From an optimization exercise on the open Yosys and OpenROAD flow, aimed at a short achievable clock period; shortcuts taken in it are not production practice.
The RTL was checked by simulation tests, not by an equivalence proof against the original design.
Power figures rest on the tool's default switching activity, not on a simulated workload.

--- design/flow/flow/run.sh ---
#!/bin/bash
set -euo pipefail
bash standard.sh finish SETUP_SLACK_MARGIN=7.5 \
  "BUFFER_PORTS_ARGS=-buffer_cell sky130_fd_sc_hd__buf_4" > standard_flow.log 2>&1
--- design/flow/standard.sh ---
#!/bin/bash
# synth_recipe.tcl (not shown) runs the flow's synth.tcl, then flattens the netlist and writes it again
# the make line also repeats each setting of config.mk as NAME=value (left out here)
make -C /OpenROAD-flow-scripts/flow DESIGN_CONFIG=/design/flow/config.mk WORK_HOME=/design/flow/orfs CLKGATE_MAP_FILE= SYNTH_SCRIPT=/design/flow/synth_recipe.tcl "${@:-finish}"
--- design/flow/config.mk ---
export PLATFORM = sky130hd
export DESIGN_NAME = fdc_bridge_core
export DESIGN_NICKNAME = fdc_bridge_core
export VERILOG_FILES = /design/flow/design.v
export SDC_FILE = /design/flow/constraint.sdc
export NUM_CORES = 4
export LEC_CHECK = 0
export CAP_MARGIN = 20
export CORE_MARGIN = 2
export CORE_UTILIZATION = 40
export PLACE_DENSITY = 0.6
export SLEW_MARGIN = 20
export SYNTH_HIERARCHICAL = 1
--- design/flow/constraint.sdc ---
create_clock -name core_clock -period 12.5 [get_ports {clk}]
set_input_delay 2.5000 -clock core_clock [delete_from_list [all_inputs] [get_ports {clk}]]
set_output_delay 2.5000 -clock core_clock [all_outputs]
set_load 0.01 [all_outputs]
--- design/flow/design.v ---
module fdc_bridge_core (
    input  wire         clk,
    input  wire         rst,
    input  wire [3:0]   op,
    input  wire [1:0]   op_idx,         
    input  wire [15:0]  op_wdata,       
    input  wire         op_drive,       
    input  wire         op_level,       
    input  wire [2:0]   op_bit,         
    input  wire [127:0] key_matrix,     
    input  wire [7:0]   ctl_data_in,    
    input  wire [7:0]   ctl_reg_in,     
    output wire [15:0]  bus_rdata,
    output wire         irq,
    output wire         dmar,
    output wire         ctl_data_wr,
    output wire         ctl_data_rd,
    output wire [7:0]   ctl_data_out,
    output wire         ctl_reg_wr,
    output wire         ctl_reg_rd,
    output wire [1:0]   ctl_reg_addr,
    output wire [7:0]   ctl_reg_out,
    output wire         ctl_soft_reset,
    output wire         ctl_set_floppy,
    output wire [1:0]   ctl_floppy,
    output wire         drv_side,
    output wire [1:0]   drv_motor,
    output wire [6:0]   key_pos,
    output wire         key_pressed,
    output wire [3:0]   rep_an,
    output wire         rep_dg1
);
    localparam [3:0] OP_RD      = 4'd1,
                     OP_WR      = 4'd2,
                     OP_DRQ     = 4'd3,
                     OP_FIRQ    = 4'd4,
                     OP_RDY     = 4'd5,
                     OP_WP      = 4'd6,
                     OP_MCHG    = 4'd8,
                     OP_KTICK   = 4'd9,
                     OP_KACK    = 4'd10,
                     OP_SETMASK = 4'd11,
                     OP_SETPEND = 4'd12;
    localparam [15:0] IDX3_READ_VALUE = 16'h64C0;
    reg         bs_idle, bs_wr1, bs_wr2, bs_rd1, bs_rd2;
    reg         den, ddw;             
    reg [7:0]   dcr;
    reg [15:0]  ol;
    reg [7:0]   wl;                   
    reg         dip;
    reg [1:0]   mc;
    reg [1:0]   mci;
    reg [1:0]   wps;
    reg         sel0, sel1;           
    reg [7:0]   mask;
    reg [7:0]   pend;
    reg [127:0] kprev;
    reg [127:0] kle;                  
    reg         kevt;
    reg         drq;
    reg         firq;
    reg [1:0]   rdy;
    wire [7:0] c = op_wdata[15:8];
    wire [7:0] d = op_wdata[7:0];
    wire is_rd   = (op == OP_RD);
    wire is_wr   = (op == OP_WR);
    wire is_drq  = (op == OP_DRQ);
    wire cw      = is_wr & (op_idx == 2'd1);       
    wire dw      = is_wr & ~op_idx[0];             
    wire dr      = is_rd & ~op_idx[0];             
    wire tc      = op_idx[1];                      
    wire rise    = is_drq & op_level & ~drq;       
    wire dcrw    = c[3] & ~c[2];                   
    wire nsel1   = ~d[3];
    wire nsel0   = d[3] & ~d[0];
    wire cw_start   = c[5] & drq & (c[4] | bs_idle);
    wire cw_rdstart = cw & cw_start & ~c[6];
    wire cw_wrstart = cw & cw_start &  c[6];
    wire rise_rd    = rise & ((bs_idle & den & ~ddw) | bs_rd1);
    wire s_wr2  = bs_wr2 & ~drq;
    wire s_rdr  = ~drq & ((bs_idle & den & ~ddw) | bs_rd1);
    wire s_an2  = ~drq & bs_idle & ~den;
    wire s_an3  = ~drq & (bs_wr1 | bs_rd2);
    wire s_none = ~sel0 & ~sel1;
    wire op0 = op[0], op1 = op[1], op2 = op[2], op3 = op[3];
    wire idx0 = op_idx[0], idx1 = op_idx[1], lvl = op_level;
    wire rw_z, rw_n, rw_p, rw_k;
    fdc_nor3  g_rw_z (.a(rst), .b(op3), .c(op2), .y(rw_z));
    fdc_nor2  g_rw_n (.a(op0), .b(idx1), .y(rw_n));
    fdc_nand4 g_rw_p (.a(op1), .b(idx0), .c(c[3]), .d(c[2]), .y(rw_p));
    fdc_nand2 g_rw_k (.a(rw_z), .b(rw_n), .y(rw_k));
    fdc_nor2  g_rw_y (.a(rw_k), .b(rw_p), .y(ctl_reg_wr));
    wire rr_z, rr_n, rr_p, rr_k;
    fdc_nor3  g_rr_z (.a(rst), .b(op3), .c(op2), .y(rr_z));
    fdc_nor3  g_rr_n (.a(op0), .b(idx1), .c(c[3]), .y(rr_n));
    fdc_nand3 g_rr_p (.a(op1), .b(idx0), .c(c[2]), .y(rr_p));
    fdc_nand2 g_rr_k (.a(rr_z), .b(rr_n), .y(rr_k));
    fdc_nor2  g_rr_y (.a(rr_k), .b(rr_p), .y(ctl_reg_rd));
    wire sr_z, sr_n, sr_p, sr_k;
    fdc_nor3  g_sr_z (.a(rst), .b(op3), .c(op2), .y(sr_z));
    fdc_nor2  g_sr_n (.a(op0), .b(idx1), .y(sr_n));
    fdc_nand3 g_sr_p (.a(op1), .b(idx0), .c(c[4]), .y(sr_p));
    fdc_nand2 g_sr_k (.a(sr_z), .b(sr_n), .y(sr_k));
    fdc_nor2  g_sr_y (.a(sr_k), .b(sr_p), .y(ctl_soft_reset));
    wire dg_z, dg_n, dg_m, dg_p, dg_k;
    fdc_nor3  g_dg_z (.a(rst), .b(op3), .c(op2), .y(dg_z));
    fdc_nor3  g_dg_n (.a(op0), .b(idx1), .c(c[2]), .y(dg_n));
    fdc_nor2  g_dg_m (.a(d[3]), .b(d[0]), .y(dg_m));
    fdc_nand3 g_dg_p (.a(op1), .b(idx0), .c(c[3]), .y(dg_p));
    fdc_nand3 g_dg_k (.a(dg_z), .b(dg_n), .c(dg_m), .y(dg_k));
    fdc_nor2  g_dg_y (.a(dg_k), .b(dg_p), .y(rep_dg1));
    wire f1_n, f1_k, f0_n, f0_k;
    fdc_nor3  g_f1_n (.a(rst), .b(c[2]), .c(d[3]), .y(f1_n));
    fdc_nand2 g_f1_k (.a(f1_n), .b(c[3]), .y(f1_k));
    fdc_inv   g_f1_y (.a(f1_k), .y(ctl_floppy[1]));
    fdc_nor3  g_f0_n (.a(rst), .b(c[2]), .c(d[0]), .y(f0_n));
    fdc_nand3 g_f0_k (.a(f0_n), .b(c[3]), .c(d[3]), .y(f0_k));
    fdc_inv   g_f0_y (.a(f0_k), .y(ctl_floppy[0]));
    wire a0_z, a0_n, a0_k;
    fdc_nor3  g_a0_z (.a(rst), .b(op3), .c(op2), .y(a0_z));
    fdc_nor3  g_a0_n (.a(op1), .b(idx0), .c(bs_rd2), .y(a0_n));
    fdc_nand3 g_a0_k (.a(a0_z), .b(a0_n), .c(op0), .y(a0_k));
    fdc_inv   g_a0_y (.a(a0_k), .y(rep_an[0]));
    wire a1_z, a1_n, a1_k;
    fdc_nor3  g_a1_z (.a(rst), .b(op3), .c(op2), .y(a1_z));
    fdc_nor3  g_a1_n (.a(op0), .b(idx0), .c(bs_wr1), .y(a1_n));
    fdc_nand3 g_a1_k (.a(a1_z), .b(a1_n), .c(op1), .y(a1_k));
    fdc_inv   g_a1_y (.a(a1_k), .y(rep_an[1]));
    wire a2_z, a2_zn, a2_p, a3_z, a3_zn, a3_p;
    fdc_nor3  g_a2_z (.a(rst), .b(op3), .c(op2), .y(a2_z));
    fdc_inv   g_a2_i (.a(a2_z), .y(a2_zn));
    fdc_nand4 g_a2_p (.a(op1), .b(op0), .c(lvl), .d(s_an2), .y(a2_p));
    fdc_nor2  g_a2_y (.a(a2_zn), .b(a2_p), .y(rep_an[2]));
    fdc_nor3  g_a3_z (.a(rst), .b(op3), .c(op2), .y(a3_z));
    fdc_inv   g_a3_i (.a(a3_z), .y(a3_zn));
    fdc_nand4 g_a3_p (.a(op1), .b(op0), .c(lvl), .d(s_an3), .y(a3_p));
    fdc_nor2  g_a3_y (.a(a3_zn), .b(a3_p), .y(rep_an[3]));
    wire dw_z1, dw_n, dw_t1, dw_z2, dw_w, dw_t2;
    fdc_nor3  g_dw_z1 (.a(rst), .b(op3), .c(op2), .y(dw_z1));
    fdc_nor3  g_dw_n  (.a(op0), .b(idx0), .c(~bs_wr1), .y(dw_n));
    fdc_nand3 g_dw_t1 (.a(dw_z1), .b(op1), .c(dw_n), .y(dw_t1));
    fdc_nor3  g_dw_z2 (.a(rst), .b(op3), .c(op2), .y(dw_z2));
    fdc_and2  g_dw_w  (.a(lvl), .b(s_wr2), .y(dw_w));
    fdc_nand4 g_dw_t2 (.a(dw_z2), .b(op1), .c(op0), .d(dw_w), .y(dw_t2));
    fdc_nand2 g_dw_y  (.a(dw_t1), .b(dw_t2), .y(ctl_data_wr));
    wire dr_z1, dr_w, dr_t1, dr_z2, dr_n, dr_b, dr_e, dr_k;
    fdc_nor3  g_dr_z1 (.a(rst), .b(op3), .c(op2), .y(dr_z1));
    fdc_and2  g_dr_w  (.a(lvl), .b(s_rdr), .y(dr_w));
    fdc_nand4 g_dr_t1 (.a(dr_z1), .b(op1), .c(op0), .d(dr_w), .y(dr_t1));
    fdc_nor3  g_dr_z2 (.a(rst), .b(op3), .c(op2), .y(dr_z2));
    fdc_nor3  g_dr_n  (.a(op0), .b(idx1), .c(c[6]), .y(dr_n));
    fdc_nand3 g_dr_b  (.a(op1), .b(idx0), .c(c[5]), .y(dr_b));
    fdc_a21o  g_dr_e  (.a1(c[4]), .a2(drq), .b1(drq & bs_idle), .y(dr_e));
    fdc_nand3 g_dr_k  (.a(dr_z2), .b(dr_n), .c(dr_e), .y(dr_k));
    fdc_o21ai g_dr_y  (.a1(dr_k), .a2(dr_b), .b1(dr_t1), .y(ctl_data_rd));
    wire sf_q1, sf_q2, sf_k, sf_ta, sf_p0, sf_p, sf_v, sf_m, sf_tb, sf_rn;
    fdc_nor2  g_sf_q1 (.a(op3), .b(op2), .y(sf_q1));
    fdc_nor2  g_sf_q2 (.a(op0), .b(idx1), .y(sf_q2));
    fdc_nand2 g_sf_k  (.a(sf_q1), .b(sf_q2), .y(sf_k));
    fdc_nand3 g_sf_ta (.a(op1), .b(idx0), .c(c[4]), .y(sf_ta));
    fdc_nand3 g_sf_p0 (.a(op1), .b(idx0), .c(c[3]), .y(sf_p0));
    fdc_nor2  g_sf_p  (.a(sf_p0), .b(c[2]), .y(sf_p));
    fdc_mux2i g_sf_v  (.s(d[0]), .a0(~sel0), .a1(~s_none), .y(sf_v));
    fdc_mux2i g_sf_m  (.s(d[3]), .a0(sel1), .a1(sf_v), .y(sf_m));
    fdc_nand4 g_sf_tb (.a(sf_q1), .b(sf_q2), .c(sf_p), .d(sf_m), .y(sf_tb));
    fdc_inv   g_sf_rn (.a(rst), .y(sf_rn));
    fdc_sfout g_sf_y  (.k(sf_k), .ta(sf_ta), .tb(sf_tb), .rn(sf_rn), .y(ctl_set_floppy));
    wire [7:0] wl_x = wl & {8{~bs_wr1}};
    genvar gi;
    generate
        for (gi = 0; gi < 8; gi = gi + 1) begin : g_dout
            fdc_aoi21 g_do (.a1(c[gi]), .a2(bs_wr1), .b1(wl_x[gi]), .y(ctl_data_out[gi]));
        end
    endgenerate
    assign ctl_reg_addr   = c[1:0];
    assign ctl_reg_out    = ~d;
    generate
        for (gi = 0; gi < 16; gi = gi + 1) begin : g_rd
            if (IDX3_READ_VALUE[gi]) begin : g_one
                wire i3n;
                fdc_nand2 g_i3 (.a(op_idx[1]), .b(op_idx[0]), .y(i3n));
                fdc_nand2 g_y  (.a(i3n), .b(~ol[gi]), .y(bus_rdata[gi]));
            end else begin : g_zero
                fdc_aoi21 g_y  (.a1(op_idx[1]), .a2(op_idx[0]), .b1(~ol[gi]), .y(bus_rdata[gi]));
            end
        end
    endgenerate
    assign irq         = |(mask & pend);
    assign dmar        = bs_wr1 | bs_rd2;
    assign drv_side    = ~dcr[7];
    assign drv_motor   = {~dcr[4], ~dcr[1]};
    wire [128:0] kle_x = {1'b0, kle};
    wire [127:0] kone  = kle & ~kle_x[128:1];       
    wire [127:0] kone_n;                            
    wire [127:0] kprs_n;                            
    genvar q;
    generate
        for (q = 0; q < 128; q = q + 1) begin : g_kone
            fdc_nand2b g_on (.a_n(kle_x[q+1]), .b(kle[q]), .y(kone_n[q]));
            fdc_nand3b g_pr (.a_n(kle_x[q+1]), .b(kle[q]), .c(kprev[q]), .y(kprs_n[q]));
        end
        for (q = 0; q < 7; q = q + 1) begin : g_kpos
            wire [63:0] sel_n;
            genvar r;
            for (r = 0; r < 64; r = r + 1) begin : g_sel
                assign sel_n[r] = kone_n[((r >> q) << (q + 1)) | (1 << q) | (r & ((1 << q) - 1))];
            end
            fdc_or64n g_or (.xn(sel_n), .y(key_pos[q]));
        end
    endgenerate
    fdc_or128n g_kprs (.xn(kprs_n), .y(key_pressed));
    wire [127:0] ka_n, kb_n, kd_n;
    generate
        for (q = 0; q < 128; q = q + 1) begin : g_leaf
            fdc_mux2i g_a (.s(key_matrix[q]), .a0(kprev[q] & ~kle[q]), .a1(~kprev[q] & ~kle[q]),
                           .y(ka_n[q]));
            fdc_mux2i g_b (.s(key_matrix[q]), .a0(kprev[q] | kone[q]), .a1(~kprev[q] | kone[q]),
                           .y(kb_n[q]));
            fdc_mux2i g_d (.s(key_matrix[q]), .a0(kprev[q]), .a1(~kprev[q]), .y(kd_n[q]));
        end
    endgenerate
    wire [127:0] ipa, ipb;
    fdc_pfx128 g_pfa (.xn(ka_n), .ip(ipa));
    fdc_pfx128 g_pfb (.xn(kb_n), .ip(ipb));
    wire [127:0] pa = {ipa[126:0], 1'b0};           
    wire [127:0] pb = {ipb[126:0], 1'b0};
    wire         any_d;
    fdc_or128n g_anyd (.xn(kd_n), .y(any_d));
    wire [7:0]   any_a_n;
    wire [127:0] kle_new, ksel;
    generate
        for (q = 0; q < 8; q = q + 1) begin : g_anya
            fdc_nor2b g_n (.a(ipa[126]), .b_n(ka_n[127]), .y(any_a_n[q]));
        end
        for (q = 0; q < 128; q = q + 1) begin : g_knew
            fdc_aoi21 g_le (.a1(any_a_n[q / 16]), .a2(pb[q]), .b1(pa[q]), .y(kle_new[q]));
            fdc_ksel  g_s  (.any_a_n(any_a_n[q / 16]), .pa(pa[q]), .pb(pb[q]), .kle(kle[q]),
                            .y(ksel[q]));
        end
    endgenerate
    wire ktick = (op == OP_KTICK) & ~kevt;
    wire kupd  = ktick & any_d;
    wire srst = rst | (cw & c[4]);
    wire       dip_c  = ~c[7] & ~c[4] & dip;
    wire [1:0] mci_c  = (c[7] | c[4]) ? 2'b00 : mci;
    wire [1:0] wps_c  = c[4] ? 2'b00 : wps;
    wire [1:0] mc_c   = c[4] ? 2'b00 :
                        {mc[1] & ~(dcrw & d[5]), mc[0] & ~(dcrw & d[2])};
    always @(posedge clk) begin
        if (rst) begin
            bs_idle <= 1'b1; bs_wr1 <= 1'b0; bs_wr2 <= 1'b0;
            bs_rd1  <= 1'b0; bs_rd2 <= 1'b0;
        end else if (cw) begin
            if (cw_start) begin
                bs_idle <= 1'b0; bs_wr1 <= c[6]; bs_wr2 <= 1'b0;
                bs_rd1  <= ~c[6]; bs_rd2 <= 1'b0;
            end else if (c[4]) begin
                bs_idle <= 1'b1; bs_wr1 <= 1'b0; bs_wr2 <= 1'b0;
                bs_rd1  <= 1'b0; bs_rd2 <= 1'b0;
            end
        end else if (dw & bs_wr1) begin
            bs_wr1 <= 1'b0; bs_wr2 <= 1'b1;
        end else if (dr & bs_rd2) begin
            bs_rd2 <= 1'b0; bs_idle <= 1'b1;
        end else if (rise) begin
            if (bs_idle & den) begin
                bs_idle <= 1'b0; bs_wr1 <= ddw; bs_rd1 <= ~ddw;
            end else if (bs_wr2) begin
                bs_wr2 <= 1'b0; bs_idle <= 1'b1;
            end else if (bs_rd1) begin
                bs_rd1 <= 1'b0; bs_rd2 <= 1'b1;
            end
        end
        if (rst) begin
            den <= 1'b0; ddw <= 1'b0;
        end else if (cw) begin
            den <= c[5]; ddw <= c[6];
        end else if (((dw & bs_wr1) | (dr & bs_rd2)) & tc) begin
            den <= 1'b0;
        end
        if (rst)
            dcr <= 8'hFF;
        else if (cw & dcrw)
            dcr <= d;
        else if (cw & c[4])
            dcr <= 8'hFF;
        if (rst) begin
            sel0 <= 1'b0; sel1 <= 1'b0;
        end else if (cw & dcrw) begin
            sel0 <= nsel0; sel1 <= nsel1;
        end else if (cw & c[4]) begin
            sel0 <= 1'b0; sel1 <= 1'b0;
        end
        if (rst) begin
            ol <= 16'h0000;
        end else if (cw) begin
            if (cw_rdstart)
                ol[15:8] <= ~ctl_data_in;
            else
                ol[15:8] <= {firq, dip_c, mc_c[1], wps_c[1], rdy[1],
                             mc_c[0], wps_c[0], rdy[0]};
            if (c[2] & ~c[3])
                ol[7:0] <= ~ctl_reg_in;
            else if (~c[2] & ~c[3])
                ol[7:0] <= c[4] ? 8'hFF : dcr;
            else if (c[4])
                ol[7:0] <= 8'h00;
        end else if (rise & bs_idle & den & ~ddw) begin
            ol[15:8] <= ~ctl_data_in;
        end else if (rise & bs_rd1) begin
            ol[7:0] <= ~ctl_data_in;
        end
        if (srst)
            wl <= 8'h00;
        else if (dw & bs_wr1)
            wl <= d;
        if (rst)
            dip <= 1'b0;
        else if (cw)
            dip <= dip_c;
        else if (((dw & bs_wr1) | (dr & bs_rd2)) & tc)
            dip <= 1'b1;
        if (rst)
            mc <= 2'b00;
        else if (cw)
            mc <= mc_c;
        else if (op == OP_MCHG)
            mc[op_drive] <= 1'b1;
        if (rst)
            mci <= 2'b00;
        else if (cw)
            mci <= mci_c;
        else if (op == OP_MCHG)
            mci[op_drive] <= 1'b1;
        if (srst)
            wps <= 2'b00;
        else if (op == OP_WP) begin
            if (~op_drive & sel0) wps[0] <= ~op_level;
            if ( op_drive & sel1) wps[1] <= ~op_level;
        end
        if (srst)
            mask <= 8'h00;
        else if (op == OP_SETMASK)
            mask[op_bit] <= op_level;
        if (rst) begin
            pend <= 8'h00;
        end else if (cw) begin
            pend <= {pend[7:5] & {3{~c[4]}}, dip_c | mci_c[0] | mci_c[1],
                     pend[3:0] & {4{~c[4]}}};
        end else if (((dw & bs_wr1) | (dr & bs_rd2)) & tc) begin
            pend[4] <= 1'b1;
        end else if (op == OP_MCHG) begin
            pend[4] <= 1'b1;
        end else if (kupd) begin
            pend[0] <= 1'b1;
        end else if (op == OP_KACK) begin
            pend[0] <= 1'b0;
        end else if (op == OP_SETPEND && op_bit != 3'd0 && op_bit != 3'd4) begin
            pend[op_bit] <= op_level;
        end
        if (srst) begin
            kprev <= 128'd0;
            kle   <= {{127{1'b0}}, 1'b1};
            kevt  <= 1'b0;
        end else if (ktick) begin
            kprev <= (ksel & key_matrix) | (~ksel & kprev);
            kle   <= kle_new;
            kevt  <= any_d;
        end else if (op == OP_KACK) begin
            kevt  <= 1'b0;
        end
    end
    always @(posedge clk) begin
        if (!rst) begin
            if (is_drq)            drq  <= op_level;
            if (op == OP_FIRQ)     firq <= op_level;
            if (op == OP_RDY)      rdy[op_drive] <= op_level;
        end
    end
endmodule
module fdc_inv   (input wire a, output wire y);                             assign y = ~a;              endmodule
module fdc_nor2  (input wire a, input wire b, output wire y);               assign y = ~(a | b);        endmodule
module fdc_nor3  (input wire a, input wire b, input wire c, output wire y); assign y = ~(a | b | c);    endmodule
module fdc_nand2 (input wire a, input wire b, output wire y);               assign y = ~(a & b);        endmodule
module fdc_nand3 (input wire a, input wire b, input wire c, output wire y); assign y = ~(a & b & c);    endmodule
module fdc_nand4 (input wire a, input wire b, input wire c, input wire d, output wire y);
    assign y = ~(a & b & c & d);
endmodule
module fdc_and2  (input wire a, input wire b, output wire y);               assign y = a & b;           endmodule
module fdc_nand2b (input wire a_n, input wire b, output wire y);            assign y = ~(~a_n & b);     endmodule
module fdc_aoi21 (input wire a1, input wire a2, input wire b1, output wire y);
    assign y = ~((a1 & a2) | b1);
endmodule
module fdc_nand3b (input wire a_n, input wire b, input wire c, output wire y);
    assign y = ~(~a_n & b & c);
endmodule
module fdc_a21o  (input wire a1, input wire a2, input wire b1, output wire y);
    assign y = (a1 & a2) | b1;
endmodule
module fdc_o21ai (input wire a1, input wire a2, input wire b1, output wire y);
    assign y = ~((a1 | a2) & b1);
endmodule
module fdc_nor2b (input wire a, input wire b_n, output wire y);            assign y = ~(a | ~b_n);     endmodule
module fdc_ksel (input wire any_a_n, input wire pa, input wire pb, input wire kle,
                 output wire y);
    assign y = any_a_n ? ~pb : (~kle & ~pa);
endmodule
module fdc_pfx128 (input wire [127:0] xn, output wire [127:0] ip);
    wire [127:0] l [0:7];
    assign l[0] = xn;
    genvar g, i;
    generate
        for (g = 0; g < 7; g = g + 1) begin : g_lvl
            for (i = 0; i < 128; i = i + 1) begin : g_bit
                if (i >= (1 << g)) begin : g_op
                    if (g % 2 == 0) begin : g_nand
                        fdc_nand2 u (.a(l[g][i]), .b(l[g][i - (1 << g)]), .y(l[g+1][i]));
                    end else begin : g_nor
                        fdc_nor2  u (.a(l[g][i]), .b(l[g][i - (1 << g)]), .y(l[g+1][i]));
                    end
                end else begin : g_inv
                    fdc_inv u (.a(l[g][i]), .y(l[g+1][i]));
                end
            end
        end
    endgenerate
    assign ip = l[7];
endmodule
module fdc_or64n (input wire [63:0] xn, output wire y);
    wire [15:0] l1;
    wire [7:0]  l2;
    wire [3:0]  l3;
    wire [1:0]  l4;
    genvar i;
    generate
        for (i = 0; i < 16; i = i + 1) begin : g1
            fdc_nand4 u (.a(xn[4*i]), .b(xn[4*i+1]), .c(xn[4*i+2]), .d(xn[4*i+3]), .y(l1[i]));
        end
        for (i = 0; i < 8; i = i + 1) begin : g2
            fdc_nor2 u (.a(l1[2*i]), .b(l1[2*i+1]), .y(l2[i]));
        end
        for (i = 0; i < 4; i = i + 1) begin : g3
            fdc_nand2 u (.a(l2[2*i]), .b(l2[2*i+1]), .y(l3[i]));
        end
        for (i = 0; i < 2; i = i + 1) begin : g4
            fdc_nor2 u (.a(l3[2*i]), .b(l3[2*i+1]), .y(l4[i]));
        end
    endgenerate
    fdc_nand2 g5 (.a(l4[0]), .b(l4[1]), .y(y));
endmodule
module fdc_or128n (input wire [127:0] xn, output wire y);
    wire a, b, an, bn;
    fdc_or64n u_lo (.xn(xn[63:0]),   .y(a));
    fdc_or64n u_hi (.xn(xn[127:64]), .y(b));
    fdc_nor2  u_n  (.a(a), .b(b), .y(an));
    fdc_inv   u_y  (.a(an), .y(y));
endmodule
module fdc_mux2i (input wire s, input wire a0, input wire a1, output wire y);
    assign y = ~(s ? a1 : a0);
endmodule
module fdc_sfout (input wire k, input wire ta, input wire tb, input wire rn, output wire y);
    assign y = ~(rn & (k | ta) & tb);
endmodule
==> summary.md, run 1 <==
| Metric | Value |
|---|---|
| Vias in the first global route | `34900` |
| Critical Setup Path Class | `primary input to primary output` |
| Netlist area before placement | `34200 µm²` |
| Area of the core | `85000 µm²` |
| Data required time of the critical path | `10000 ps` |
| Clock slew at the register clock pins of the worst setup and hold paths | `60 ps` |
| Period utilisation layout | `0.463` |
| CTS tree | `yes` |
| Nature of the critical path endpoint | `primary output` |
| DRC marker count from the first detailed-route iteration | `4144` |
| Setup repair after global routing missed its margin | `yes` |
| Maximum number of pins on one net before global-route repair | `173` |
| Global-route wire length before repair | `241000 µm` |
| Buffer levels on the longest clock path | `3` |
| Deepest level of the CTS H-tree | `2` |
| Critical path's most frequent cell | `mux2i_4` |
| Hold crit path type | `flip-flop to flip-flop` |
| Average cell area after synthesis | `6.11 µm²` |
| Routing usage on met2 | `0.592` |
| Highest cell delay on the worst timing path | `180 ps` |
| Number of antenna violations at the first check in global routing | `8` |
| Global-route total usage across every layer | `0.378` |
| Area Growth Syn to Fin | `19.5%` |
| Cell-by-cell trace of the critical path | `buf_12 -> mux2i_4 -> mux2i_4 -> nand4_1 -> o211ai_2 -> buf_4` |
| Most frequent cells in the layout | `nand2_1 (1446), nor2_1 (1202), inv_1 (420), nand2b_1 (386), mux2i_1 (370)` |
| Total negative slack for setup checks | `0 ps` |
| Minimum period implied by the final worst setup slack | `5790 ps` |
| Starting density of the core | `0.403` |
| Post-DP HPWL | `142000 µm` |
| Antenna violation net count after detailed routing | `0` |
| Final hold violation count | `0` |
| Overall die area | `88000 µm²` |
| Overall via count from detail_route | `39800` |
| Maximum fanout count along the critical path | `2` |
| Max Cap Viol | `0` |
| Number of warnings printed during yosys synthesis | `8` |
| Inserted Clock Buffers | `44` |
| Data arrival time of the critical path | `3290 ps` |
| Drc violations | `0` |
| Count of endpoints failing setup in the final report | `0` |
| Slowest cell on crit path | `mux2i_4` |
| Reported leakage power | `16.0 nW` |
| Routability cong. | `1.15` |
| Fmax | `173 MHz` |
| Post-layout net count | `6012` |
| Commonest non-fill, non-tap cell in the layout | `nand2_1` |
| VDD IR-drop max | `0.0990 mV` |
| Headroom to the max-slew limit | `0.287` |
| Gate count of the mapped netlist | `5602` |
| Cell Count Post-Placement | `6884` |
| Element type at the critical path start | `primary input` |
| Fraction of met3 tracks used by global routing | `0.0474` |
| Die Y | `297 µm` |
| Peak-usage layer in the global routing report | `met2` |
| Count of non-filler cells in the finished layout | `7016` |
| Global-route congestion overflow total | `0` |
| Total wire length after detailed routing | `176000 µm` |
| Number of max-slew violations in the final report | `0` |
| First-pass detailed-route iteration total | `8` |
| Wire length per cell after detailed routing | `25.1 µm` |
| Final Skew | `24.8 ps` |
| Port Buffers | `232` |
| Average via count per standard cell | `5.68` |
| Row Count | `107` |
| I/O pin total | `233` |
| Clock insertion delay at the later pin of the skew report | `620 ps` |
| Clock tree root driver cell | `clkbuf_16` |
| Share of cells above drive strength 1 | `0.150` |
| Power density over cell area | `68.2 nW/µm²` |
| Result of the run | `no timing/DRC/antenna violations` |
| Die width | `297 µm` |
| GRT met1 Usage | `0.512` |
| Layout fillers | `9021` |
| Slew @ Worst Pin | `1070 ps` |
| Clock Sinks | `325` |
-- power by group --
group	switching [W]	leakage, nW	internal [W]
registers	0.00000321	2.65	0.00104
clock network	0.000562	0.721	0.000771
logic	0.000253	12.6	0.000162
-- path summary, 6_finish.rpt --
| path | start | end | slack [ps] | cells past startpoint |
|---|---|---|---|---|
| max | op_wdata[0] | ctl_set_floppy | 6710 | 6 |
| max reg2reg | kle[41] | flip-flop | 8760 | 15 |
| min | mci[1] | mci[1] | 460 | 2 |
| min reg2reg | mci[1] | mci[1] | 460 | 2 |
-- final cells by class --
cell class                      instances  area (µm²)  share of cell area
Antenna cell                            6        15.0            0.000367
Clock buffer                           60        1260              0.0308
Clock inverter                         18         210             0.00514
Inverter                              433        1730              0.0422
Multi-Input combinational cell       4734       26400               0.644
Sequential cell                       325        6630               0.162
Tap cell                             1144        1430              0.0350
Timing Repair Buffer                  296        3270              0.0800
-- what timing repair did --
| action | CTS | global route |
|---|---|---|
| resized for setup | 197 | 156 |
| endpoints found under the setup margin | 281 | 245 |
| buffers inserted | 14 | 13 |
| pin swaps | 14 | 46 |
| gates cloned | 5 | 16 |
| hold buffers | 0 | 0 |
-- per-stage QoR --
stage	util	power, W	cell area (µm²)	hold slack (ps)	setup slack [ps]
after global routing	0.481	0.00286	40900	490	6670
after detailed placement	0.441	0.00143	37500	451	6300
final	0.481	0.00279	40900	460	6710
after global placement	0.441	0.00143	37500	450	6300
after CTS	0.469	0.00278	39900	459	6710
after floorplan	-	0.00125	34700	437	7090
-- critical path: cells and delay by family --
kind                   cells  cell delay [ps]
multiplexers               2              350
AND/OR/NAND/NOR            1              120
buffers and inverters      2              250
AO/OA/AOI/OAI              1               80
-- routing by layer --
| layer | up-vias | part of all wire |
|---|---|---|
| met1 | 18800 | 0.43 |
| met2 | 1605 | 0.44 |
| li1 | 19100 | - |
| met3 | 288 | 0.073 |
| met5 | - | 0.00019 |
| met4 | 6 | 0.057 |
==> inputs of run 2 (changes only) <==
==> design/flow/flow/run.sh (replaced) <==
#!/bin/bash
set -euo pipefail
GROUP="rst op[0] op[1] op[2] op[3] op_idx[0] op_idx[1] op_level"
GROUP="$GROUP op_wdata[0] op_wdata[3] op_wdata[10] op_wdata[11] op_wdata[12] op_wdata[13] op_wdata[14]"
GROUP="$GROUP ctl_data_wr ctl_data_rd ctl_reg_wr ctl_reg_rd ctl_soft_reset ctl_set_floppy"
GROUP="$GROUP ctl_floppy[0] ctl_floppy[1] rep_an[0] rep_an[1] rep_an[2] rep_an[3] rep_dg1"
bash standard.sh finish SETUP_SLACK_MARGIN=7.5 \
  "BUFFER_PORTS_ARGS=-buffer_cell sky130_fd_sc_hd__buf_4" \
  "PLACE_PINS_ARGS=-group_pins {$GROUP}" > standard_flow.log 2>&1
--- a/design/flow/config.mk
+++ b/design/flow/config.mk
@@ -9,3 +9,3 @@
 export CORE_MARGIN = 2
-export CORE_UTILIZATION = 40
+export CORE_UTILIZATION = 52
 export PLACE_DENSITY = 0.6
==> run 2 against run 1 <==
Net effect: routed wire length decreased by 5.6%; sequential power is essentially flat; clock skew up 5.2 ps; non-clock buffer count is 1 higher; largest power group unchanged; area after synthesis unchanged; hold slack gained 18 ps; highest routed layer unchanged.
==> summary.md, run 2 <==
| Metric | Value |
|---|---|
| Worst Reg-to-Reg Cells | `15 (unchanged)` |
| Die width | `261 µm (-12%)` |
| Data arrival time of the critical path | `3360 ps (+70 ps)` |
| Overall via count from detail_route | `41100 (+3.3%)` |
| Buffer levels on the longest clock path | `3 (unchanged)` |
| Final Skew | `29.9 ps (+5.15 ps)` |
| Buffer and inverter count on the worst path | `2 (unchanged)` |
| Critical Setup Path Class | `primary input to primary output` |
| Clock tree root driver cell | `clkbuf_16` |
| Minimum period implied by the final worst setup slack | `5860 ps (+62.4 ps)` |
| Period utilisation layout | `0.468 (+0.00499)` |
| WHS Endpoint | `mci[1]` |
| Starting density of the core | `0.523 (+0.120)` |
| Count of endpoints failing setup in the final report | `0 (unchanged)` |
| VDD IR-drop max | `0.0849 mV (-14%)` |
| Vias in the first global route | `35900 (+3.0%)` |
| Deepest level of the CTS H-tree | `2 (unchanged)` |
| Power density over cell area | `68.5 nW/µm² (+0.39%)` |
| Global-route congestion overflow total | `0 (unchanged)` |
| I/O pin total | `233 (unchanged)` |
| Highest cell delay on the worst timing path | `220 ps (+40 ps)` |
| Netlist area before placement | `34200 µm² (unchanged)` |
| Reg-to-reg slack, setup | `8700 ps (-60 ps)` |
| Hold path start | `mci[1]` |
| Post-DP HPWL | `129000 µm (-9.5%)` |
| Data required time of the critical path | `10000 ps (about the same)` |
| Commonest non-fill, non-tap cell in the layout | `nand2_1` |
| Clock slew at the register clock pins of the worst setup and hold paths | `60 ps (about the same)` |
| Wire length per cell after detailed routing | `24.7 µm (-1.6%)` |
| Post-layout net count | `6011 (-0.017%)` |
| Cell-by-cell trace of the critical path | `buf_12 -> mux2i_1 -> mux2i_1 -> nand4_1 -> o211ai_2 -> buf_4` |
| Drc violations | `0 (unchanged)` |
| Share of cells above drive strength 1 | `0.143 (-0.00689)` |
| Fmax | `171 MHz (-1.1%)` |
| Max Cap Viol | `0 (unchanged)` |
| Global-route wire length before repair | `232000 µm (-4.0%)` |
| Area of the core | `65500 µm² (-23%)` |
| Maximum fanout count along the critical path | `2 (unchanged)` |
| Overall die area | `67900 µm² (-23%)` |
| Number of warnings printed during yosys synthesis | `8 (unchanged)` |
| Total negative slack for setup checks | `0 ps (unchanged)` |
| Hold Path Cell Cnt | `2 (unchanged)` |
| Slew @ Worst Pin | `1040 ps (-27.3 ps)` |
| Clock Sinks | `325 (unchanged)` |
| Nature of the critical path endpoint | `primary output` |
| Routability cong. | `1.21 (+6.0%)` |
| Clock insertion delay at the later pin of the skew report | `600 ps (-20 ps)` |
| DRC marker count from the first detailed-route iteration | `5293 (+28%)` |
| First-pass detailed-route iteration total | `6 (-2)` |
| Port Buffers | `232 (unchanged)` |
| Reported leakage power | `16.0 nW (about the same)` |
| Pre-CTS worst setup slack | `6310 ps (+12.1 ps)` |
| Row Count | `94 (-12%)` |
| Critical path's most frequent cell | `mux2i_1` |
| Launching point of the worst reg2reg path | `kle[45]` |
| Setup repair after global routing missed its margin | `yes` |
| Number of max-slew violations in the final report | `0 (unchanged)` |
| Global-route total usage across every layer | `0.461 (+0.0835)` |
| Cts hold-fix bufs | `0 (unchanged)` |
| Average cell area after synthesis | `6.11 µm² (unchanged)` |
| Average via count per standard cell | `6.11 (+7.7%)` |
| Antenna violation net count after detailed routing | `0 (unchanged)` |
| Result of the run | `no timing/DRC/antenna violations` |
| Most frequent cells in the layout | `nand2_1 (1446), nor2_1 (1213), inv_1 (420), nand2b_1 (387), mux2i_1 (368)` |
| Area Growth Syn to Fin | `18.2%` |
| Layout fillers | `6323 (-30%)` |
| Headroom to the max-slew limit | `0.288 (about the same)` |
| Hold crit path type | `flip-flop to flip-flop` |
| Gate count of the mapped netlist | `5602 (unchanged)` |
| Worst path top cell family by delay | `multiplexers` |
| Final hold violation count | `0 (unchanged)` |
| Slowest cell on crit path | `mux2i_1` |
| Total wire length after detailed routing | `166000 µm (-5.6%)` |
| Element type at the critical path start | `primary input` |
| Setup slack after layout | `6640 ps (-62.4 ps)` |
| Maximum number of pins on one net before global-route repair | `188 (+8.7%)` |
| Number of antenna violations at the first check in global routing | `11 (+3)` |
| CTS tree | `yes` |
| Die Y | `261 µm (-12%)` |
| Inserted Clock Buffers | `41 (-6.8%)` |
## run 2: changes by cell type in the layout (fill, tap and decap cells not counted), sizes merged
cell,previous run,this run
buf,278,282
clkbuf,76,60
bufinv,3,7
and2,6,7
clkinv,8,14
inv,437,433
clkinvlp,3,0
bufbuf,2,6
diode,6,7
## run 2: layout make-up
| class | instances | area [µm²] | share of cell area |
|---|---|---|---|
| antenna | 7 | 17.5 | 0.000433 |
| clock buffer | 51 | 1140 | 0.0281 |
| timing repair buffer | 297 | 3360 | 0.0829 |
| clock inverter | 21 | 292 | 0.00720 |
| sequential | 325 | 6590 | 0.163 |
| inverter | 433 | 1730 | 0.0426 |
| tap | 864 | 1080 | 0.0267 |
| multi-input combinational | 4735 | 26300 | 0.649 |
## run 2: how the worst max path moves through the flow
| stage | start | end | slack, ps | cells past startpoint |
|---|---|---|---|---|
| floorplan | op_wdata[0] | ctl_set_floppy | 7090 | 4 |
| global placement | op_idx[0] | ctl_set_floppy | 6300 | 6 |
| detailed placement | op_idx[0] | ctl_set_floppy | 6310 | 6 |
| CTS | op_wdata[0] | ctl_set_floppy | 6750 | 6 |
| global route | op_wdata[0] | ctl_set_floppy | 6630 | 6 |
| finish | op_wdata[0] | ctl_set_floppy | 6640 | 6 |
## run 2: timing repair
action / CTS / global route
endpoints found under the setup margin: 262 / 228
gates resized for setup: 195 / 111
setup buffers: 20 / 5
gates cloned: 14 / 10
pin swaps: 35 / 23
## run 2: worst reg2reg max path: stages (launching register included)
cell      delay [ps]
dfxtp_1          520
nand2b_1         180
nand2_1           70
mux2i_1          340
nand2_1          140
nor2_1           240
nand2_1          230
nor2_1           200
nand2_1          100
nor2_1           700
nand2_1          290
nand2b_1         250
o31ai_2           80
a21oi_1          100
a31oi_1          180
nor2_1            60
## run 2: metal layers
metal | global-route usage | vias to the layer above | wire length [µm]
li1 | - | 19100 | -
met1 | 0.598 | 19100 | 64700
met5 | 0 | - | 55
met3 | 0.0956 | 528 | 18800
met4 | 0.330 | 8 | 14500
met2 | 0.680 | 2472 | 67900
## run 2: power by group
part / leakage [nW] / total, W / switching, W / internal (W)
Combinational: 12.7 / 0.000418 / 0.000252 / 0.000166
Sequential: 2.64 / 0.00104 / 0.00000344 / 0.00104
Clock: 0.714 / 0.00131 / 0.000522 / 0.000788
## run 2: metrics by stage
step	total power, W	instances	utilization	hold WS, ps	area (µm²)
after global routing	0.00283	6729	0.618	502	40500
final	0.00277	6733	0.618	479	40500
after global placement	0.00142	6605	0.567	448	37100
after detailed placement	0.00142	6605	0.567	452	37100
after floorplan	0.00125	5607	-	437	34700
after CTS	0.00276	6711	0.609	459	39900
==> inputs of run 3 (changes only) <==
==> design/flow/flow/run.sh (replaced) <==
#!/bin/bash
set -euo pipefail
GROUP="bus_rdata[15] bus_rdata[14] bus_rdata[13] bus_rdata[12] bus_rdata[11] bus_rdata[10] bus_rdata[9] bus_rdata[8]"
GROUP="$GROUP op_idx[1] op_idx[0] bus_rdata[7] bus_rdata[6] bus_rdata[5] bus_rdata[4] bus_rdata[3] bus_rdata[2]"
GROUP="$GROUP bus_rdata[1] bus_rdata[0] rst op[3] op[2] op[1] op[0] op_level"
GROUP="$GROUP ctl_data_wr ctl_data_rd ctl_reg_wr ctl_reg_rd ctl_soft_reset ctl_set_floppy ctl_floppy[1] ctl_floppy[0]"
GROUP="$GROUP rep_an[3] rep_an[2] rep_an[1] rep_an[0] rep_dg1 op_wdata[0] ctl_reg_out[0] op_wdata[1]"
GROUP="$GROUP ctl_reg_out[1] op_wdata[2] ctl_reg_out[2] op_wdata[3] ctl_reg_out[3] op_wdata[4] ctl_reg_out[4] op_wdata[5]"
GROUP="$GROUP ctl_reg_out[5] op_wdata[6] ctl_reg_out[6] op_wdata[7] ctl_reg_out[7] op_wdata[8] ctl_data_out[0] ctl_reg_addr[0]"
GROUP="$GROUP op_wdata[9] ctl_data_out[1] ctl_reg_addr[1] op_wdata[10] ctl_data_out[2] op_wdata[11] ctl_data_out[3] op_wdata[12]"
GROUP="$GROUP ctl_data_out[4] op_wdata[13] ctl_data_out[5] op_wdata[14] ctl_data_out[6] op_wdata[15] ctl_data_out[7]"
bash standard.sh finish SETUP_SLACK_MARGIN=7 \
  "BUFFER_PORTS_ARGS=-buffer_cell sky130_fd_sc_hd__buf_4" \
  "PLACE_PINS_ARGS=-group_pins {$GROUP}" > standard_flow.log 2>&1
--- a/design/flow/config.mk
+++ b/design/flow/config.mk
@@ -9,3 +9,3 @@
 export CORE_MARGIN = 2
-export CORE_UTILIZATION = 52
+export CORE_UTILIZATION = 40
 export PLACE_DENSITY = 0.6
==> run 3 against run 2 <==
Net effect: still clean on timing, DRC and antenna; synthesized cell count unchanged; utilization is 15 points lower; final area shrank 1.9%; sequential share of layout area rose by 0.21 points; maximum frequency rose by 0.40%; first-iteration DRC count shrank 17%; final cell count increased by 4.0%; critical endpoint unchanged; highest routed layer unchanged.
==> summary.md, run 3 <==
| Metric | Value |
|---|---|
| VDD IR-drop max | `0.0897 mV (+5.7%)` |
| I/O pin total | `233 (unchanged)` |
| Global-route wire length before repair | `243000 µm (+4.6%)` |
| CTS tree | `yes` |
| Die Y | `297 µm (+14%)` |
| Starting density of the core | `0.403 (-0.120)` |
| Drc violations | `0 (unchanged)` |
| Critical Setup Path Class | `primary input to primary output` |
| Number of max-slew violations in the final report | `0 (unchanged)` |
| Most frequent cells in the layout | `nand2_1 (1454), nor2_1 (1266), inv_1 (431), mux2i_1 (388), nand2b_1 (387)` |
| Wire length per cell after detailed routing | `24.8 µm (+0.61%)` |
| Deepest level of the CTS H-tree | `2 (unchanged)` |
| Result of the run | `no timing/DRC/antenna violations` |
| Area of the core | `85000 µm² (+30%)` |
| Final hold violation count | `0 (unchanged)` |
| Antenna violation net count after detailed routing | `0 (unchanged)` |
| DRC marker count from the first detailed-route iteration | `4381 (-17%)` |
| Post-layout net count | `5995 (-0.27%)` |
| Nature of the critical path endpoint | `primary output` |
| Area Growth Syn to Fin | `16.0%` |
| Buffer levels on the longest clock path | `3 (unchanged)` |
| Data required time of the critical path | `10000 ps (about the same)` |
| Reported leakage power | `15.8 nW (-1.4%)` |
| Minimum period implied by the final worst setup slack | `5830 ps (-23.3 ps)` |
| Slew @ Worst Pin | `1190 ps (+144 ps)` |
| Commonest non-fill, non-tap cell in the layout | `nand2_1` |
| Maximum number of pins on one net before global-route repair | `177 (-5.9%)` |
| Total wire length after detailed routing | `174000 µm (+4.6%)` |
| Setup slack after layout | `6670 ps (+23.3 ps)` |
| Die width | `297 µm (+14%)` |
| Clock insertion delay at the later pin of the skew report | `630 ps (+30 ps)` |
| Data arrival time of the critical path | `3330 ps (-30 ps)` |
| Headroom to the max-slew limit | `0.207 (-0.0808)` |
| Count of endpoints failing setup in the final report | `0 (unchanged)` |
| Layout fillers | `9113 (+44%)` |
| Number of antenna violations at the first check in global routing | `10 (-1)` |
| Fraction of met3 tracks used by global routing | `0.0716 (-0.0240)` |
| Clock tree root driver cell | `clkbuf_16` |
| Average via count per standard cell | `5.68 (-7.0%)` |
| Period utilisation layout | `0.467 (-0.00187)` |
| Post-DP HPWL | `142000 µm (+11%)` |
| Pre-CTS worst setup slack | `6080 ps (-237 ps)` |
| Routing usage on met2 | `0.584 (-0.0956)` |
| Global-route congestion overflow total | `0 (unchanged)` |
| Row Count | `107 (+14%)` |
| Instance area at placement | `37100 µm² (about the same)` |
| Clock Sinks | `325 (unchanged)` |
| First-pass detailed-route iteration total | `8 (+2)` |
| Power density over cell area | `72.4 nW/µm² (+5.7%)` |
| Total negative slack for setup checks | `0 ps (unchanged)` |
| Global-route total usage across every layer | `0.380 (-0.0811)` |
| Setup repair after global routing missed its margin | `yes` |
| Clock slew at the register clock pins of the worst setup and hold paths | `60 ps (about the same)` |
| Peak-usage layer in the global routing report | `met2` |
| Overall via count from detail_route | `39800 (-3.3%)` |
| Final Cell Area | `39700 µm² (-1.9%)` |
| Gate count of the mapped netlist | `5602 (unchanged)` |
| GRT met1 Usage | `0.506 (-0.0915)` |
| Routability cong. | `1.12 (-7.6%)` |
| Port Buffers | `232 (unchanged)` |
| Cts hold-fix bufs | `0 (unchanged)` |
| Reg-to-reg slack, setup | `8340 ps (-360 ps)` |
| Maximum fanout count along the critical path | `2 (unchanged)` |
| Netlist area before placement | `34200 µm² (unchanged)` |
| Fmax | `171 MHz (+0.40%)` |
| Number of warnings printed during yosys synthesis | `8 (unchanged)` |
| Max Cap Viol | `0 (unchanged)` |
| Final Skew | `23.0 ps (-6.90 ps)` |
| Hold crit path type | `flip-flop to flip-flop` |
| Element type at the critical path start | `primary input` |
| Share of cells above drive strength 1 | `0.120 (-0.0230)` |
| Average cell area after synthesis | `6.11 µm² (unchanged)` |
| Vias in the first global route | `35300 (-1.8%)` |
| Overall die area | `88000 µm² (+30%)` |
| Inserted Clock Buffers | `45 (+9.8%)` |
run 3: worst paths after layout:
| check | start | to | cells past startpoint |
|---|---|---|---|
| worst max-delay path | op_wdata[0] | ctl_set_floppy | 6 |
| worst min-delay path | mci[1] | mci[1] | 2 |
| worst max register to register | kle[40] | flip-flop | 15 |
| worst min register to register | mci[1] | mci[1] | 2 |
run 3: where the power goes:
part	switching [W]	internal, W
sequential	0.00000353	0.00104
combinational	0.000246	0.000150
clock	0.000563	0.000870
run 3: area by class of cell:
type / count / area, µm² / area share
clock inverter: 17 / 267 / 0.00671
multi-input combinational: 4734 / 25800 / 0.648
sequential: 325 / 6550 / 0.165
inverter: 433 / 1630 / 0.0410
tap: 1144 / 1430 / 0.0360
clock buffer: 66 / 1350 / 0.0339
antenna: 2 / 5.00 / 0.000126
timing repair buffer: 278 / 2740 / 0.0690
run 3: repair_timing:
| action | in CTS | in global routing |
|---|---|---|
| pin swaps | 33 | 19 |
| resized for setup | 80 | 49 |
| hold endpoints to repair | 0 | 0 |
| gates cloned | 12 | 1 |
| endpoints found under the setup margin | 91 | 141 |
| buffers inserted | 7 | 10 |
run 3: worst max-delay path, stage by stage:
cell and delay, ps:
buf_12 110, mux2i_2 150, mux2i_4 180, nand4_1 140, o211ai_2 90, buf_4 160
run 3: routing by layer:
metal  part of all wire  routed length (µm)
met5            0.00036                  62
met4              0.059               10200
met3              0.086               14900
met2               0.43               74600
met1               0.43               73900
run 3: per-stage QoR:
step	hold WS, ps	total power [W]	util	instances
finish	467	0.00287	0.467	6999
global route	498	0.00295	0.467	6998
CTS	465	0.00288	0.464	6986
detailed placement	453	0.00142	0.436	6884
global placement	451	0.00142	0.436	6884
floorplan	437	0.00125	-	5607
==> inputs of run 4 (changes only) <==
--- a/design/flow/design.v
+++ b/design/flow/design.v
@@ -155,3 +155,3 @@
     fdc_o21ai g_dr_y  (.a1(dr_k), .a2(dr_b), .b1(dr_t1), .y(ctl_data_rd));
-    wire sf_q1, sf_q2, sf_k, sf_ta, sf_p0, sf_p, sf_v, sf_m, sf_tb, sf_rn;
+    wire sf_q1, sf_q2, sf_k, sf_ta, sf_p0, sf_p, sf_m, sf_tb, sf_rn;
     fdc_nor2  g_sf_q1 (.a(op3), .b(op2), .y(sf_q1));
@@ -162,4 +162,9 @@
     fdc_nor2  g_sf_p  (.a(sf_p0), .b(c[2]), .y(sf_p));
-    fdc_mux2i g_sf_v  (.s(d[0]), .a0(~sel0), .a1(~s_none), .y(sf_v));
-    fdc_mux2i g_sf_m  (.s(d[3]), .a0(sel1), .a1(sf_v), .y(sf_m));
+    wire sf_d3n, sf_d0n, sf_m1, sf_m2, sf_m3;
+    fdc_inv   g_sf_i3 (.a(d[3]), .y(sf_d3n));
+    fdc_inv   g_sf_i0 (.a(d[0]), .y(sf_d0n));
+    fdc_nand2 g_sf_m1 (.a(sf_d3n), .b(~sel1), .y(sf_m1));
+    fdc_nand3 g_sf_m2 (.a(d[3]), .b(d[0]), .c(~s_none), .y(sf_m2));
+    fdc_nand3 g_sf_m3 (.a(d[3]), .b(sf_d0n), .c(~sel0), .y(sf_m3));
+    fdc_nand3 g_sf_m  (.a(sf_m1), .b(sf_m2), .c(sf_m3), .y(sf_m));
     fdc_nand4 g_sf_tb (.a(sf_q1), .b(sf_q2), .c(sf_p), .d(sf_m), .y(sf_tb));
==> run 4 against run 3 <==
Net effect: worst setup slack gained 33 ps; routed wire length grew 2.7%; sequential cell count is the same; clock power shrank 3%; global-route usage grew 0.44 points.
==> summary.md, run 4 <==
| Metric | Value |
|---|---|
| I/O pin total | `233 (unchanged)` |
| Number of antenna violations at the first check in global routing | `6 (-4)` |
| Global-route total usage across every layer | `0.385 (+0.00445)` |
| Power density over cell area | `70.6 nW/µm² (-2.4%)` |
| Sequential share of power | `0.371 (+0.007)` |
| Final Cell Area | `39900 µm² (+0.38%)` |
| Commonest non-fill, non-tap cell in the layout | `nand2_1` |
| Gate count of the mapped netlist | `5566 (-0.64%)` |
| WHS Endpoint | `mask[1]` |
| Maximum fanout count along the critical path | `5 (+3)` |
| Proportion of power drawn by combinational gates | `0.136 (-0.002)` |
| Clock insertion delay at the later pin of the skew report | `640 ps (about the same)` |
| Overall via count from detail_route | `38900 (-2.1%)` |
| First-pass detailed-route iteration total | `6 (-2)` |
| Critical Setup Path Class | `primary input to primary output` |
| VDD IR-drop max | `0.105 mV (+18%)` |
| Final Skew | `34.4 ps (+11.3 ps)` |
| Cell internal power dissipation | `0.00199 W (-3.2%)` |
| Maximum number of pins on one net before global-route repair | `162 (-8.5%)` |
| Data arrival time of the critical path | `3300 ps (-30 ps)` |
| Launching point of the worst reg2reg path | `kle[31]` |
| Met2 wire len | `79000 µm (+6.0%)` |
| Global-route wire length before repair | `249000 µm (+2.8%)` |
| Wire length per cell after detailed routing | `25.6 µm (+3.0%)` |
| Worst Reg-to-Reg Cells | `15 (unchanged)` |
| Setup repair after global routing missed its margin | `yes` |
| Clock slew at the register clock pins of the worst setup and hold paths | `60 ps (about the same)` |
| Row Count | `107 (unchanged)` |
| Average cell area after synthesis | `6.19 µm² (+1.2%)` |
| DRC marker count from the first detailed-route iteration | `3636 (-17%)` |
| Hold crit path type | `flip-flop to flip-flop` |
| CTS tree | `yes` |
| Average via count per standard cell | `5.58 (-1.8%)` |
| Max Cap Viol | `0 (unchanged)` |
| Minimum period implied by the final worst setup slack | `5800 ps (-33.1 ps)` |
| Nature of the critical path endpoint | `primary output` |
| Area of the core | `85300 µm² (+0.31%)` |
| Headroom to the max-slew limit | `0.225 (+0.0179)` |
| Fmax | `172 MHz (+0.57%)` |
| Area Growth Syn to Fin | `15.8%` |
| Reported leakage power | `16.6 nW (+5.0%)` |
| Clock tree root driver cell | `clkbuf_16` |
| Reg-to-reg slack, setup | `8420 ps (+80 ps)` |
| Deepest level of the CTS H-tree | `2 (unchanged)` |
| Vias in the first global route | `35600 (+0.90%)` |
| Clock network power share | `0.493 (-0.006)` |
| Die Y | `297 µm (+0.27%)` |
| Number of warnings printed during yosys synthesis | `8 (unchanged)` |
| Netlist area before placement | `34400 µm² (+0.55%)` |
| Starting density of the core | `0.404 (+0.000951)` |
| Instance area at placement | `37400 µm² (+0.77%)` |
| Hold path start | `mask[1]` |
| Share of cells above drive strength 1 | `0.120 (about the same)` |
| Final hold violation count | `0 (unchanged)` |
| Result of the run | `no timing/DRC/antenna violations` |
| Inserted Clock Buffers | `44 (-2.2%)` |
| Wl on met1 | `79300 µm (+7.3%)` |
| Slew @ Worst Pin | `1160 ps (-22.5 ps)` |
| Count of endpoints failing setup in the final report | `0 (unchanged)` |
| Data required time of the critical path | `10000 ps (about the same)` |
| Buffer levels on the longest clock path | `3 (unchanged)` |
| Switching component of the power | `0.000821 W (+1.0%)` |
| Die width | `297 µm (+0.27%)` |
| Met3 WL | `11700 µm (-22%)` |
| Most frequent cells in the layout | `nand2_1 (1600), nor2_1 (1229), mux2i_1 (521), inv_1 (435), nand2b_1 (389)` |
| Layout fillers | `9163 (+0.55%)` |
| Overall die area | `88400 µm² (+0.55%)` |
| Total wire length after detailed routing | `178000 µm (+2.7%)` |
| Hold Path Cell Cnt | `2 (unchanged)` |
| Post-DP HPWL | `149000 µm (+4.3%)` |
| Number of max-slew violations in the final report | `0 (unchanged)` |
| Routability cong. | `1.07 (-4.7%)` |
| Global-route congestion overflow total | `0 (unchanged)` |
| Highest routing layer actually used | `met5` |
| Element type at the critical path start | `primary input` |
| Cts hold-fix bufs | `0 (unchanged)` |
| Fraction of power spent switching nets | `0.292 (+0.00876)` |
| Period utilisation layout | `0.464 (-0.00264)` |
| Antenna violation net count after detailed routing | `0 (unchanged)` |
| Port Buffers | `232 (unchanged)` |
| Total negative slack for setup checks | `0 ps (unchanged)` |
| Clock Sinks | `325 (unchanged)` |
| Drc violations | `0 (unchanged)` |
| Post-layout net count | `5974 (-0.35%)` |
==> run 4: worst max path at each step <==
stage                        start           to  slack (ps)
floorplan                    op[3]  ctl_data_rd        7070
global placement    key_matrix[95]    flip-flop        5570
detailed placement  key_matrix[95]    flip-flop        6180
CTS                          op[2]  ctl_data_rd        6830
global route                 op[2]  ctl_data_rd        6660
finish                       op[2]  ctl_data_rd        6700
==> run 4: final cells by class <==
type | instances | area [µm²] | area share
well taps | 1144 | 1430 | 0.0359
inverters | 438 | 1640 | 0.0412
repair buffers | 277 | 2720 | 0.0681
multi-input cells | 4710 | 26000 | 0.651
diodes | 5 | 12.5 | 0.000314
clock buffers | 58 | 1230 | 0.0309
flip-flops and latches | 325 | 6550 | 0.164
clock inverters | 22 | 325 | 0.00816
==> run 4: layer usage <==
metal,track usage,up-vias
li1,-,18700
met1,0.523,18500
met4,0.159,4
met5,0,-
met3,0.0491,271
met2,0.612,1453
==> run 4: worst max-delay path, stage by stage <==
cell and delay (ps):
buf_16 120, nor3_2 190, nand3_1 130, o21ai_1 190
buf_4 170
==> run 4: timing repair <==
action                     in CTS  in global routing
buffers inserted               12                  4
gates resized for setup        87                 35
pin swaps                      37                 24
setup endpoints to repair     112                140
cloned                         10                  2
==> run 4: power groups by stage <==
stage | registers [W] | logic, W | clock network, W
finish | 0.00104 | 0.000384 | 0.00139
global route | 0.00104 | 0.000402 | 0.00144
CTS | 0.00104 | 0.000370 | 0.00141
detailed placement | 0.00107 | 0.000344 | 0
global placement | 0.00107 | 0.000344 | 0
floorplan | 0.00107 | 0.000176 | 0
==> run 4: through the flow <==
stage,cells,total power (W),util,hold slack (ps),setup WS [ps]
floorplan,5571,0.00124,-,432,7070
global placement,6864,0.00141,0.438,443,5570
detailed placement,6866,0.00141,0.438,446,6180
CTS,6968,0.00282,0.465,459,6830
global route,6976,0.00289,0.467,480,6660
finish,6979,0.00282,0.468,462,6700
==> inputs of run 5 (changes only) <==
--- a/design/flow/design.v
+++ b/design/flow/design.v
@@ -145,3 +145,3 @@
     fdc_nand2 g_dw_y  (.a(dw_t1), .b(dw_t2), .y(ctl_data_wr));
-    wire dr_z1, dr_w, dr_t1, dr_z2, dr_n, dr_b, dr_e, dr_k;
+    wire dr_z1, dr_w, dr_t1, dr_z2, dr_n, dr_a, dr_b, dr_en, dr_t2;
     fdc_nor3  g_dr_z1 (.a(rst), .b(op3), .c(op2), .y(dr_z1));
@@ -151,7 +151,8 @@
     fdc_nor3  g_dr_n  (.a(op0), .b(idx1), .c(c[6]), .y(dr_n));
+    fdc_nand2 g_dr_a  (.a(dr_z2), .b(dr_n), .y(dr_a));
     fdc_nand3 g_dr_b  (.a(op1), .b(idx0), .c(c[5]), .y(dr_b));
-    fdc_a21o  g_dr_e  (.a1(c[4]), .a2(drq), .b1(drq & bs_idle), .y(dr_e));
-    fdc_nand3 g_dr_k  (.a(dr_z2), .b(dr_n), .c(dr_e), .y(dr_k));
-    fdc_o21ai g_dr_y  (.a1(dr_k), .a2(dr_b), .b1(dr_t1), .y(ctl_data_rd));
-    wire sf_q1, sf_q2, sf_k, sf_ta, sf_p0, sf_p, sf_m, sf_tb, sf_rn;
+    fdc_aoi21 g_dr_en (.a1(c[4]), .a2(drq), .b1(drq & bs_idle), .y(dr_en));
+    fdc_nor3  g_dr_t2 (.a(dr_a), .b(dr_b), .c(dr_en), .y(dr_t2));
+    fdc_nand2b g_dr_y (.a_n(dr_t2), .b(dr_t1), .y(ctl_data_rd));
+    wire sf_q1, sf_q2, sf_k, sf_ta, sf_pq0, sf_pq, sf_m, sf_tb, sf_rn;
     fdc_nor2  g_sf_q1 (.a(op3), .b(op2), .y(sf_q1));
@@ -160,12 +161,8 @@
     fdc_nand3 g_sf_ta (.a(op1), .b(idx0), .c(c[4]), .y(sf_ta));
-    fdc_nand3 g_sf_p0 (.a(op1), .b(idx0), .c(c[3]), .y(sf_p0));
-    fdc_nor2  g_sf_p  (.a(sf_p0), .b(c[2]), .y(sf_p));
-    wire sf_d3n, sf_d0n, sf_m1, sf_m2, sf_m3;
-    fdc_inv   g_sf_i3 (.a(d[3]), .y(sf_d3n));
-    fdc_inv   g_sf_i0 (.a(d[0]), .y(sf_d0n));
-    fdc_nand2 g_sf_m1 (.a(sf_d3n), .b(~sel1), .y(sf_m1));
-    fdc_nand3 g_sf_m2 (.a(d[3]), .b(d[0]), .c(~s_none), .y(sf_m2));
-    fdc_nand3 g_sf_m3 (.a(d[3]), .b(sf_d0n), .c(~sel0), .y(sf_m3));
-    fdc_nand3 g_sf_m  (.a(sf_m1), .b(sf_m2), .c(sf_m3), .y(sf_m));
-    fdc_nand4 g_sf_tb (.a(sf_q1), .b(sf_q2), .c(sf_p), .d(sf_m), .y(sf_tb));
+    fdc_nand3 g_sf_p0 (.a(op1), .b(idx0), .c(c[3]), .y(sf_pq0));
+    fdc_nor3  g_sf_pq (.a(sf_k), .b(sf_pq0), .c(c[2]), .y(sf_pq));
+    wire sf_v;
+    fdc_mux2i g_sf_v  (.s(d[0]), .a0(~sel0), .a1(~s_none), .y(sf_v));
+    fdc_mux2i g_sf_m  (.s(d[3]), .a0(sel1), .a1(sf_v), .y(sf_m));
+    fdc_nand2 g_sf_tb (.a(sf_pq), .b(sf_m), .y(sf_tb));
     fdc_inv   g_sf_rn (.a(rst), .y(sf_rn));
@@ -401,8 +398,2 @@
 endmodule
-module fdc_a21o  (input wire a1, input wire a2, input wire b1, output wire y);
-    assign y = (a1 & a2) | b1;
-endmodule
-module fdc_o21ai (input wire a1, input wire a2, input wire b1, output wire y);
-    assign y = ~((a1 | a2) & b1);
-endmodule
 module fdc_nor2b (input wire a, input wire b_n, output wire y);            assign y = ~(a | ~b_n);     endmodule
==> design/flow/flow/run.sh (replaced) <==
#!/bin/bash
set -euo pipefail
bash standard.sh finish SETUP_SLACK_MARGIN=7 \
  "BUFFER_PORTS_ARGS=-buffer_cell sky130_fd_sc_hd__buf_4" > standard_flow.log 2>&1
==> run 5 against run 4 <==
Net effect: still clean; clock skew decreased by 0.60 ps; global-route usage down 0.28 points; area after synthesis down 0.51%; register-to-register slack worse by 50 ps; total power shrank 4.0%; combinational power up 2%; critical endpoint is now ctl_data_wr; largest cell class unchanged.
==> summary.md, run 5 <==
| Metric | Value |
|---|---|
| Average cell area after synthesis | `6.11 µm² (-1.2%)` |
| Fmax | `171 MHz (-0.74%)` |
| Power density over cell area | `68.4 nW/µm² (-3.1%)` |
| Result of the run | `no timing/DRC/antenna violations` |
| Total wire length after detailed routing | `174000 µm (-2.4%)` |
| I/O pin total | `233 (unchanged)` |
| Fraction of power spent switching nets | `0.291 (about the same)` |
| Overall die area | `88000 µm² (-0.50%)` |
| Reported leakage power | `15.7 nW (-5.5%)` |
| Pre-CTS worst setup slack | `6180 ps (-1.72 ps)` |
| Number of warnings printed during yosys synthesis | `8 (unchanged)` |
| Final Cell Area | `39500 µm² (-0.99%)` |
| Most frequent cells in the layout | `nand2_1 (1450), nor2_1 (1265), inv_1 (432), mux2i_1 (389), nand2b_1 (387)` |
| Row Count | `107 (unchanged)` |
| Proportion of power drawn by combinational gates | `0.145 (+0.009)` |
| Global-route total usage across every layer | `0.382 (-0.00281)` |
| Maximum number of pins on one net before global-route repair | `180 (+11%)` |
| Clock Sinks | `325 (unchanged)` |
| Clock slew at the register clock pins of the worst setup and hold paths | `60 ps (about the same)` |
| Die Y | `297 µm (-0.25%)` |
| Reg-to-reg slack, setup | `8370 ps (-50 ps)` |
| VDD IR-drop max | `0.0932 mV (-12%)` |
| Data required time of the critical path | `10000 ps (about the same)` |
| Setup slack after layout | `6660 ps (-43.1 ps)` |
| Tightest hold margin | `464 ps (+2.15 ps)` |
| Worst path top cell family by delay | `simple AND/OR/NAND/NOR gates` |
| Clock insertion delay at the later pin of the skew report | `630 ps (about the same)` |
| Max Cap Viol | `0 (unchanged)` |
| CTS tree | `yes` |
| Commonest non-fill, non-tap cell in the layout | `nand2_1` |
| Element type at the critical path start | `primary input` |
| Slew @ Worst Pin | `1080 ps (-80.3 ps)` |
| Drc violations | `0 (unchanged)` |
| Area Growth Syn to Fin | `15.2%` |
| Period utilisation layout | `0.467 (+0.00345)` |
| Post-DP HPWL | `143000 µm (-3.6%)` |
| Die width | `297 µm (-0.25%)` |
| Instance area at placement | `37100 µm² (-0.74%)` |
| Clock tree root driver cell | `clkbuf_16` |
| Inserted Clock Buffers | `44 (unchanged)` |
| Gate count of the mapped netlist | `5603 (+0.66%)` |
| Final hold violation count | `0 (unchanged)` |
| Cell-by-cell trace of the critical path | `buf_16 -> buf_12 -> nor3_2 -> nand4_1 -> nand2_2 -> buf_6` |
| Global-route wire length before repair | `244000 µm (-2.2%)` |
| Wire length per cell after detailed routing | `24.9 µm (-2.7%)` |
| Critical Setup Path Class | `primary input to primary output` |
| Slowest cell on crit path | `nand4_1` |
| Layout fillers | `9177 (+0.15%)` |
| Global-route congestion overflow total | `0 (unchanged)` |
| Setup repair after global routing missed its margin | `yes` |
| DRC marker count from the first detailed-route iteration | `4062 (+12%)` |
| Hold crit path type | `flip-flop to flip-flop` |
| Total negative slack for setup checks | `0 ps (unchanged)` |
| Port Buffers | `232 (unchanged)` |
| Routability cong. | `1.11 (+3.9%)` |
| Average via count per standard cell | `5.66 (+1.4%)` |
| Starting density of the core | `0.403 (-0.000774)` |
| Cts hold-fix bufs | `0 (unchanged)` |
| Minimum period implied by the final worst setup slack | `5840 ps (+43.1 ps)` |
| Headroom to the max-slew limit | `0.277 (+0.0525)` |
| Final Skew | `33.8 ps (-0.597 ps)` |
| Sequential share of power | `0.387 (+0.016)` |
| Share of cells above drive strength 1 | `0.119 (-0.000862)` |
| Maximum fanout count along the critical path | `5 (unchanged)` |
| Antenna violation net count after detailed routing | `0 (unchanged)` |
| Nature of the critical path endpoint | `primary output` |
| Clock network power share | `0.468 (-0.025)` |
| Overall via count from detail_route | `39600 (+1.7%)` |
| Cell internal power dissipation | `0.00191 W (-4.0%)` |
| Highest cell delay on the worst timing path | `220 ps (+30 ps)` |
| Area of the core | `85000 µm² (-0.31%)` |
==> run 5: changes by cell type in the layout (fill, tap and decap cells not counted), moves of 5 or more <==
cell       delta
nor2_1       +36
o311ai_0      -8
a21oi_1     +125
a31oi_1     +131
a22oi_1       +6
clkbuf_1      +5
o211a_1       -8
a2111oi_0     +7
mux2i_1     -132
nand2_1     -150
nor3_2        +6
clkinv_2      -6
nor3_1        +5
a211oi_2      +6
==> run 5: repair_timing <==
action / in CTS / in global routing
cloned: 10 / 1
resized for setup: 78 / 49
buffers inserted: 15 / 6
endpoints found under the setup margin: 111 / 173
endpoints found under the hold margin: 0 / 0
pin swaps: 35 / 19
==> run 5: cell type report <==
type	instances	area (µm²)	share of cell area
diodes	6	15.0	0.000380
clock buffers	61	1220	0.0310
inverters	433	1630	0.0412
well taps	1144	1430	0.0363
clock inverters	11	143	0.00361
flip-flops and latches	325	6550	0.166
multi-input cells	4735	25700	0.652
repair buffers	282	2750	0.0697
==> run 5: layer usage <==
metal  vias up  global-route usage  routed length (µm)
met1     18600               0.507               74500
met4        12               0.186                9570
met2      1600               0.599               76600
li1      19000                   -                   -
met5         -                   0                  69
met3       326              0.0637               13300
==> run 5: power by group through the flow <==
stage / clock network, W / logic (W) / registers [W]
6_report: 0.00126 / 0.000392 / 0.00105
5_1_grt: 0.00132 / 0.000411 / 0.00105
3_5_place_dp: 0 / 0.000351 / 0.00107
4_1_cts: 0.00129 / 0.000377 / 0.00104
2_1_floorplan: 0 / 0.000182 / 0.00107
3_3_place_gp: 0 / 0.000350 / 0.00107
==> run 5: worst reg2reg max path: stages (launching register included) <==
cell and delay, ps:
dfxtp_1 540, nand2b_1 180, nand2_1 60, mux2i_1 440
nand2_1 170, nor2_1 220, nand2_1 190, nor2_1 210
nand2_1 200, nor2_1 620, nand2_1 460, nand2b_1 290
o31ai_2 90, a21oi_1 100, a31oi_1 170, nor2_1 50
==> run 5: through the flow <==
stage | total power [W] | std cells
after CTS | 0.00271 | 6984
after detailed placement | 0.00142 | 6887
after global routing | 0.00278 | 6997
after global placement | 0.00142 | 6887
final | 0.00270 | 6997
after floorplan | 0.00125 | 5608
==> run 5: worst paths after layout <==
check | start | endpoint | depth (start not counted)
worst max-delay path | op[3] | ctl_data_wr | 6
worst min-delay path | mci[1] | mci[1] | 2
worst max register to register | kle[26] | flip-flop | 15
worst min register to register | mci[1] | mci[1] | 2

Check on run 5: ideal ports give 6.658 ns setup slack; a clkbuf_16 on the clock port and buf_2 on the inputs give 6.500 ns; moving port delays by the midpoint clock arrival (0.679 ns) as well gives 6.440 ns.
